Background: an optimization exercise with open tools, aiming at a short achievable clock period and few clock cycles. Do not read the settings as production practice. In this exercise RTL edits were held to simulation tests only and were not proved equivalent to the original. Power and IR drop assume default switching activity.

v6:
Design pxc_decoder, start of the top module:
module pxc_decoder (
    input             clk,
    input             rst,
    input             start,
    input      [3:0]  op,
    input      [4:0]  fmt,
    input      [10:0] width,
    input      [10:0] height,
    input      [23:0] in_len,
    output            busy,
    output reg        done,
    output reg [2:0]  sel_codec,
    output reg        sel_ov,
    output reg        sel_lr,
    output reg [1:0]  err,
    output reg [10:0] err_info,
    output reg        w_rsvd,
    output reg        w_dim,
    output reg        w_fmt,
    output reg        w_trunc,
    output reg        w_fallback,
    output reg [31:0] hdr,
    output            in_re,
    output     [21:0] in_addr,
    input      [31:0] in_rdata,
    output            pal_re,
    output     [7:0]  pal_raddr,
    input      [31:0] pal_rdata,
    output reg        pal_we,
    output reg [7:0]  pal_waddr,
    output reg [31:0] pal_wdata,
    output reg        out_we,
  ...
Size: roughly 7400 cells after synthesis, roughly 310 I/O pins, ~80000 um^2 of cells after synthesis.
make LEC_CHECK=0 ABC_CLOCK_PERIOD_IN_PS=1800 CAP_MARGIN=40 CORE_MARGIN=2 CORE_UTILIZATION=50 PLACE_DENSITY=0.65 SETUP_SLACK_MARGIN=3.8 SLEW_MARGIN=40 finish   # period 6.5 ns
run.sh (not shown) runs the stock make flow with config.mk's settings and CLKGATE_MAP_FILE= SYNTH_SCRIPT=/design/flow/synth_recipe.tcl, a recipe that flattens the netlist after the stock synthesis.
Testbench counts of v6, summed over its fixed seeds: cycles 86,281.
diff inputs: v6 => v7
--- a/flow/design.v
+++ b/flow/design.v
@@ -339,35 +339,19 @@
             for (b = 0; b < 16; b = b + 1)
                 if (oh[b]) enc16 = enc16 | b[3:0];
         end
     endfunction
     wire        pk_v    = (f_qz != 8'd0);
     wire        pk_hi   = (f_qz[3:0] == 4'd0);          
     wire [15:0] pk_loh  = pk_oh[15:0] | pk_oh[31:16];
-    reg  [7:0]  pk_ent;
-    reg  [8:0]  pk_addr;
-    reg  [1:0]  q_z;
-    reg  [7:0]  q_ent;
-    reg  [8:0]  q_addr;
-    integer     qa;
-    always @(*) begin
-        pk_ent  = 8'd0;
-        pk_addr = 9'd0;
-        for (qa = 0; qa < 8; qa = qa + 1) begin
-            q_z   = {f_lz[4*qa + 3] | f_lz[4*qa + 2], f_lz[4*qa + 3] | f_lz[4*qa + 1]};
-            q_ent = {qa < 4 ? fg : fg1, qa[1:0], q_z};
-            if (!g_b0[0])       q_addr = {1'b0, q_ent};
-            else if (q_z != 2'd3) q_addr = {1'b0, q_ent[7:2], q_z + 2'd1};
-            else if (qa == 3)   q_addr = {fg_p1, 4'd0};
-            else if (qa == 7)   q_addr = {fg2, 4'd0};
-            else                q_addr = {1'b0, qa < 4 ? fg : fg1, qa[1:0] + 2'd1, 2'd0};
-            pk_ent  = pk_ent  | (q_ent  & {8{f_qsel[qa]}});
-            pk_addr = pk_addr | (q_addr & {9{f_qsel[qa]}});
-        end
-    end
+    wire [3:0]  pk_e    = enc16(pk_loh);
+    wire [3:0]  pk_e1   = enc16({pk_loh[14:0], 1'b0});   
+    wire [7:0]  pk_ent  = {pk_hi ? fg1 : fg, pk_e};
+    wire [4:0]  pk_g1   = pk_loh[15] ? (pk_hi ? fg2 : fg_p1) : {1'b0, pk_hi ? fg1 : fg};
+    wire [8:0]  pk_addr = g_b0[0] ? {pk_g1, pk_e1} : {1'b0, pk_ent};
     reg  [7:0] ibyte;
     reg  [7:0] xidx;
     always @(*) begin
         case (x_b[4:3])
             2'd0:    ibyte = fq0[7:0];
             2'd1:    ibyte = fq0[15:8];
             2'd2:    ibyte = fq0[23:16];
Maximum number of pins on one net before global-route repair: v6 and v7 compared, lower one is v7. [v7] amount of wire on met3 after detailed routing rose 7.2% relative to v6. v7 vs v6, critical path endpoint: p_addr[0]$_DFFE_PP_ vs p_wm[7]$_SDFFCE_PN0P_. Summary of v7 over v6: distinct cell type count after synthesis +4.7%, sequential share of cell area now sits higher. Final area: v7 < v6. Achievable clock frequency delta (v7 − v6): favourable. Taking v6 as the reference, in v7 transition at the pin with the smallest max-transition slack rose by 0.015 ns; count of inverters other than clock inverters in the layout shrank by 3.7%; part of the power in combinational logic shows no meaningful change; first-pass GRT wire length lower; synthesized area shows a reduction of about 1%. The combinational family with the most area after synthesis comes out simple AND/OR/NAND/NOR gates in one run and compound AO/OA/AOI/OAI gates in the other, namely in v7 and v6 respectively. Summary of v7 over v6: total power went down; area share of buffers outside the clock network went up.
Testbench counts of v7, summed over its fixed seeds: cycles 86,281.

-- what the ideal ports hide --
No port has a modelled driver above. Below, the same layouts with a new extraction and two added sets of constraints.
Step 1, drivers: a clkbuf_16 drives clk and a buf_2 each remaining input, both assumed.
Step 2 moves the port delays by t, midway between the first and last clock arrival at a register: inputs arrive t later, outputs are due t later. That takes back most of the time a late clock gives input paths.
Three values: no drivers, after step 1, after step 2; two values: the first two.
| run | t (ns) | setup WS [ns] | hold WS [ns] | worst setup path after step 2 | worst register clock-pin slew, ns |
|---|---|---|---|---|---|
| v6 | 0.881 | 3.433 / 3.433 / 3.072 | 0.324 / 0.324 / 0.324 | input to register | 0.07 / 0.07 |
| v7 | 0.885 | 3.632 / 3.632 / 3.068 | 0.322 / 0.322 / 0.322 | input to register | 0.07 / 0.07 |
After both steps every run listed still meets setup and hold. The setup slack of v7, which loses most, moves by 0.000 ns with the drivers and by -0.564 ns with both steps.
